From an optimization exercise on the open Yosys and OpenROAD flow, aimed at small area, a short achievable clock period and few clock cycles per item; shortcuts taken in it are not production practice. No functional check of the RTL was part of this run. Power and IR drop assume default switching activity.

$ cat flow/config.mk
export PLATFORM = sky130hd
export DESIGN_NAME = gs_swizzle_agu
export DESIGN_NICKNAME = gs_swizzle_agu
export VERILOG_FILES = /design/flow/design.v
export SDC_FILE = /design/flow/constraint.sdc
export NUM_CORES = 4
export LEC_CHECK = 0
export CAP_MARGIN = 20
export CORE_MARGIN = 2
export CORE_UTILIZATION = 40
export SETUP_SLACK_MARGIN = 2.5
export SLEW_MARGIN = 20
$ cat flow/constraint.sdc
create_clock -name core_clock -period 6.0 [get_ports {clk}]
set_input_delay 1.2000 -clock core_clock [delete_from_list [all_inputs] [get_ports {clk}]]
set_output_delay 1.2000 -clock core_clock [all_outputs]
set_load 0.01 [all_outputs]
$ cat flow/design.v
module gs_addr_calc (
    input  wire        f0,       
    input  wire        f1,       
    input  wire        f2,       
    input  wire [14:0] pg,
    input  wire [6:0]  x,
    input  wire [6:0]  y,
    output wire [28:0] addr
);
    wire       c  = x[2] ^ y[1] ^ y[2];
    wire [28:0] a32 = {3'b000, pg, x[5], y[4], x[4], y[3], x[3], y[2], y[1], x[2], x[1], y[0], x[0]};
    wire [28:0] a8  = {1'b0, pg, x[6], y[5], x[5], y[4], x[4], y[3], y[2], c, x[1], y[0], x[0], x[3], y[1]};
    wire [28:0] a4  = {pg, y[6], x[6], y[5], x[5], y[4], y[3], y[2], c, x[1], y[0], x[0], x[4], x[3], y[1]};
    assign addr = ({29{f0}} & a32) | ({29{f1}} & a8) | ({29{f2}} & a4);
endmodule
module gs_swizzle_agu (
    input  wire        clk,
    input  wire        rst,
    input  wire        cmd_valid,
    output wire        cmd_ready,
    input  wire [1:0]  cmd_fmt,
    input  wire [13:0] cmd_dbp,
    input  wire [5:0]  cmd_dbw,
    input  wire [10:0] cmd_x0,
    input  wire [10:0] cmd_y0,
    input  wire [11:0] cmd_w,
    input  wire [11:0] cmd_h,
    output reg         out_valid,
    input  wire        out_ready,
    output wire [28:0] out_addr,
    output wire        out_last
);
    reg        rdy;       
    reg        setup;     
    reg        f0, f1, f2;  
    reg [5:0]  pw;        
    reg [11:0] w;
    reg [6:0]  x0l;       
    reg [6:0]  xl;        
    reg [6:0]  yl;        
    reg [11:0] cnt;       
    reg        re;        
    reg [11:0] rcnt;      
    reg        lr;        
    reg [14:0] pg;        
    reg [14:0] rb;        
    reg        xc;        
    reg        yc;        
    reg        sy;        
    reg        sx;        
    assign cmd_ready = rdy;
    assign out_last  = re & lr;
    gs_addr_calc u_calc (
        .f0   (f0),
        .f1   (f1),
        .f2   (f2),
        .pg   (pg),
        .x    (xl),
        .y    (yl),
        .addr (out_addr)
    );
    wire accept  = rdy & cmd_valid;
    wire advance = out_valid & out_ready;
    wire xc_x0  = f0 ? (&x0l[5:0]) : (&x0l);
    wire xc_inc = ~xl[0] & (&xl[5:1]) & (f0 | xl[6]);
    wire yc_inc = ~yl[0] & (&yl[4:1]) & (f0 | (yl[5] & (f1 | yl[6])));
    wire yc_cur = (&yl[4:0]) & (f0 | (yl[5] & (f1 | yl[6])));
    wire [11:0] b      = ({12{sx}} & {7'd0, pg[10:6]}) | ({12{sy}} & cnt) | ({12{yc}} & {6'd0, pw});
    wire [14:0] rb_sum = rb + b;
    wire [5:0] cmd_pw = (cmd_fmt == 2'd0) ? cmd_dbw : {1'b0, cmd_dbw[5:1]};
    wire       ne     = (cmd_w != 12'd0) && (cmd_h != 12'd0);
    always @(posedge clk) begin
        if (rst) begin
            rdy       <= 1'b1;
            setup     <= 1'b0;
            out_valid <= 1'b0;
            sx        <= 1'b0;
            sy        <= 1'b0;
        end else if (accept) begin
            rdy   <= !ne;
            setup <= ne;
            sy    <= ne & ((cmd_fmt == 2'd0) ? cmd_y0[5] : (cmd_fmt == 2'd1) ? cmd_y0[6] : cmd_y0[7]);
        end else if (setup) begin
            sx <= (xl[2:0] == 3'd6);
            case (xl[2:0])
                3'd1:    sy <= pg[1];
                3'd2:    sy <= pg[2];
                3'd3:    sy <= pg[3];
                3'd4:    sy <= pg[4];
                3'd5:    sy <= pg[5];
                default: sy <= 1'b0;
            endcase
            if (sx) begin
                setup     <= 1'b0;
                out_valid <= 1'b1;
            end
        end else if (advance && re && lr) begin
            out_valid <= 1'b0;
            rdy       <= 1'b1;
        end
    end
    always @(posedge clk) begin
        if (accept) begin
            f0    <= (cmd_fmt == 2'd0);
            f1    <= (cmd_fmt == 2'd1);
            f2    <= cmd_fmt[1];
            pw    <= cmd_pw;
            w     <= cmd_w;
            rcnt  <= cmd_h;
            lr    <= (cmd_h == 12'd1);
            x0l   <= cmd_x0[6:0];
            yl    <= cmd_y0[6:0];
            yc    <= 1'b0;
            xl    <= (cmd_fmt == 2'd0) ? 7'd121 : (cmd_fmt == 2'd1) ? 7'd122 : 7'd123;
            rb    <= {1'b0, cmd_dbp};
            cnt   <= {6'd0, cmd_pw};
            pg    <= {4'd0, (cmd_fmt == 2'd0) ? cmd_x0[10:6] : {1'b0, cmd_x0[10:7]}, cmd_y0[10:5]};
        end else if (setup) begin
            rb <= rb_sum;
            if (sx) begin
                pg  <= rb_sum;
                xl  <= x0l;
                xc  <= xc_x0;
                yc  <= yc_cur;
                cnt <= w;
                re  <= (w == 12'd1);
            end else begin
                xl  <= xl + 7'd1;
                cnt <= {cnt[10:0], 1'b0};
            end
        end else if (advance) begin
            if (re) begin
                rb   <= rb_sum;
                pg   <= rb_sum;
                xl   <= x0l;
                xc   <= xc_x0;
                yl   <= yl + 7'd1;
                yc   <= yc_inc;
                cnt  <= w;
                re   <= (w == 12'd1);
                rcnt <= rcnt - 12'd1;
                lr   <= (rcnt == 12'd2);
            end else begin
                xl  <= xl + 7'd1;
                xc  <= xc_inc;
                pg  <= pg + {14'd0, xc};
                cnt <= cnt - 12'd1;
                re  <= (cnt == 12'd2);
            end
        end
    end
endmodule
$ cat flow/flow/run.sh
#!/bin/bash
export BUFFER_PORTS_ARGS="-buffer_cell sky130_fd_sc_hd__buf_1"
bash standard.sh > standard.log 2>&1
$ cat flow/standard.sh
#!/bin/bash
# synth_recipe.tcl (not shown) runs the flow's synth.tcl, then flattens the netlist and writes it again
# the make line also repeats each setting of config.mk as NAME=value (left out here)
make -C /OpenROAD-flow-scripts/flow DESIGN_CONFIG=/design/flow/config.mk WORK_HOME=/design/flow/orfs CLKGATE_MAP_FILE= SYNTH_SCRIPT=/design/flow/synth_recipe.tcl "${@:-finish}"
==> run notes <==
## registers in the layout, indices dropped and copies added, names as in the netlist
signal / cells
cnt: 12
f0: 1
f1: 1
f2: 1
lr: 1
out_valid: 1
pg: 15
pw: 6
rb: 15
rcnt: 12
rdy: 1
re: 1
setup: 1
sx: 1
sy: 1
w: 12
x0l: 7
xc: 1
xl: 7
yc: 1
yl: 7
## final cells by class
type | count | area, um2 | area share (%)
inverter | 35 | 133 | 1.76
tap | 220 | 275 | 3.66
timing repair buffer | 110 | 439 | 5.84
clock inverter | 6 | 46.3 | 0.616
multi-input combinational | 524 | 3390 | 45.1
clock buffer | 10 | 250 | 3.33
sequential | 105 | 2980 | 39.7
## kinds of logic after synthesis
| family | after synthesis | share of synthesized area [%] |
|---|---|---|
| buf+inv | 86 | 4.91 |
| compound gates | 193 | 19.9 |
| simple gates | 248 | 17.7 |
| fa+ha+maj | 27 | 5.16 |
| xor+xnor | 40 | 5.23 |
| mux | 16 | 2.56 |
| flops | 105 | 44.5 |
## metal layers
metal  global-route usage (%)  vias to the layer above  share of wire, %
met2                     35.0                      246                46
met5                        0                        -                 0
met3                     3.31                       39               5.8
met1                     30.7                     2855                45
li1                         -                     2814                 -
met4                     8.10                        0               2.7
## worst max-delay path, stage by stage, from the launching register on
cell	delay, ns
edfxtp_1	0.50
a222oi_1	0.52
inv_1	0.09
ha_1	0.22
fa_1	0.40
a21o_1	0.19
a221oi_2	0.35
nor3_2	0.10
nor3_1	0.21
xor2_1	0.23
o21ai_0	0.12
## synthesized netlist by cell type (3+ instances only)
cell type  count  area share (%)
mux2i_1        7             1.0
o22ai_1        7            0.65
nor3_1        21             1.6
buf_1          5            0.28
mux2_2         9             1.5
a21oi_1       43             3.2
o21ai_0       44             3.3
xnor2_1       27             3.5
nor2_1        53             3.0
a22o_1         9             1.2
ha_1          26             4.9
dfxtp_1       17             5.1
edfxtp_1      88              39
o31ai_1        4            0.45
a22oi_1        5            0.56
nand3_1       16             1.2
nand2b_1       6            0.56
nor4_1        13             1.2
a31oi_1        9            0.84
a221oi_1       7            0.92
clkbuf_1      41             2.3
nand4_1       11             1.0
inv_1         35             2.0
xor2_1        13             1.7
and2_1        12             1.1
o211ai_1       8            0.90
o21a_1         8            0.90
a21o_1         5            0.56
nand2_1       88             4.9
buf_2          5            0.37
nand4b_1       3            0.39
or2_2          3            0.28
nor2b_1        6            0.56
a211oi_1       4            0.45
a222oi_1      23             3.4
and3_1         4            0.37
## final timing paths
kind / from / to / slack (ns)
setup / recovery: pg[6]$_DFFE_PP_ / rb[12]$_DFFE_PP_ / 2.76
hold / removal: cnt[8]$_SDFFE_PP0P_ / cnt[8]$_SDFFE_PP0P_ / 0.56
setup reg to reg: pg[6]$_DFFE_PP_ / rb[12]$_DFFE_PP_ / 2.76
hold reg to reg: cnt[8]$_SDFFE_PP0P_ / cnt[8]$_SDFFE_PP0P_ / 0.56
## power groups by stage
stage,Combinational [mW],Sequential [mW],Clock [mW]
2_1_floorplan,0.366,0.948,0
3_3_place_gp,0.465,1.00,0
3_5_place_dp,0.475,1.00,0
4_1_cts,0.477,0.990,0.617
5_1_grt,0.533,1.00,0.644
6_report,0.477,0.993,0.611
## through the flow
step,hold WS [ns],power [mW],cell area (um2)
4_1_cts,0.553,2.08,7510
3_5_place_dp,0.543,1.48,7220
6_report,0.563,2.08,7510
2_1_floorplan,0.466,1.31,6700
5_1_grt,0.582,2.18,7510
3_3_place_gp,0.511,1.47,7220
==> run notes <==
Ant. Diodes=0; # hold bufs at CTS=0; initial drt markers=742; kind of end point of the critical path=flop; RSZ-0062 raised after global routing=no; Worst Path Required=6.06 ns; Die H=133 um; clock skew=0.0105 ns; H-tree Lvls=3; pwr/cell area=277 nW/um2; worst rel slew slack=28.3%; Min Clock Period, post-route=3.24 ns; first-pass GRT wire length=31.1 mm; Hold Crit Depth=2; initial antenna violation count=0; largest net degree at the start of global routing=102; Post-CTS Setup Bufs=0; vias in the first global route=5798; RePlAce Congestion=0.920; CTS sink cnt=105; ys flop type=edfxtp_1; CTS Buf Count=9; status=no timing/DRC/antenna violations; Worst Path Arrival=3.30 ns; Seq pwr share=47.7%; Non-Filler Instances=1010; TritonCTS clock tree=yes; Root Buffer=clkbuf_16; DP Wirelength=14.2 mm; core area=16500 um2; Die Wd=133 um; Final TNS setup=0 ns; CTS max path bufs=2; Max Clk Rate=309 MHz; ANT nets after route=0; Max Transition Viols Final=0; DRT Pass-1 Iters=9; internal power=1.40 mW; Async SR Flop Fraction=0%; Fillers=1643; Site Rows=47; Initial Util=40.7%; Clk pwr share=29.3%; Warnings, synthesis=1; critical-path maximum fanout=7; Place WS=2.76 ns; Max Cap Viol=0; fraction of final layout cells sized beyond drive strength 1=5.44%; Post-Syn Area=6700 um2; switch share=32.9%; switching power=685 uW; Slew @ Worst Pin=1.08 ns; number of synthesized flops with an enable pin=88; sequential share of the synthesized area=44.5%; Layout Nets=884; Area Growth Syn to Fin=12.2%; Via density=5.90; worst hold path type=reg -> reg; final core occ=45.6%; commonest non-fill, non-tap cell in the layout=buf_1; per-cell routed wire length=19.2 um; placed cell count=994; Remaining Overflow, GRT=0; Yosys cell types=61; Remaining DRCs=0; Final Worst Setup Slack=2.76 ns; fin crit share=54.0%; die area=17800 um2; commonest cells after routing, fill and taps aside=buf_1, edfxtp_1, nand2_1, nor2_1; register bit total from synthesis=105; number of top-level pins=104; Clock Pin Slew Worst Setup and Hold Paths=0.08 ns; post-CTS sizing=0; worst vdd ir=169 uV; Worst-Skew Late Latency=0.36 ns; Cells after Synth=715; IO Port Bufs=103; routed via count=5954; Syn Area/Cell=9.37 um2; leakage=2.71 nW; Fin. Hold Viols=0; All-Layer GR Usage=22.1%; Crit Path Category=reg -> reg; final-report setup violation count=0; syn nets=814; crit path launch type=flop; combinational power share=22.9%; final WL=19.4 mm; r2r worst-path depth=10

==> afterwards: timing with drivers on the ports <==
How much do the figures lean on ideal ports? The routed layout below was timed once more, with nothing changed but the port constraints.
Step 1: set_driving_cell puts a clkbuf_16 on clk and a buf_2 on each other input, an assumption about the parent block.
Step 2 times the ports against the registers' clock, not the clock port: input delays grow and output delays shrink by t, the midpoint of the rising clock arrivals with the driver on.
Three values: ideal, step 1, step 2; two values: the first two.
shift t [ns]: 0.397
slack for setup (ns): 2.760 / 2.760 / 2.745
worst hold slack (ns): 0.563 / 0.563 / 0.563
worst data-port slew with drivers (ns): 0.05
cell pins on the clock port's net: 1
After both steps this run still meets setup and hold. For this run, drivers alone change the setup slack by 0.000 ns; drivers and shift together by -0.015 ns.
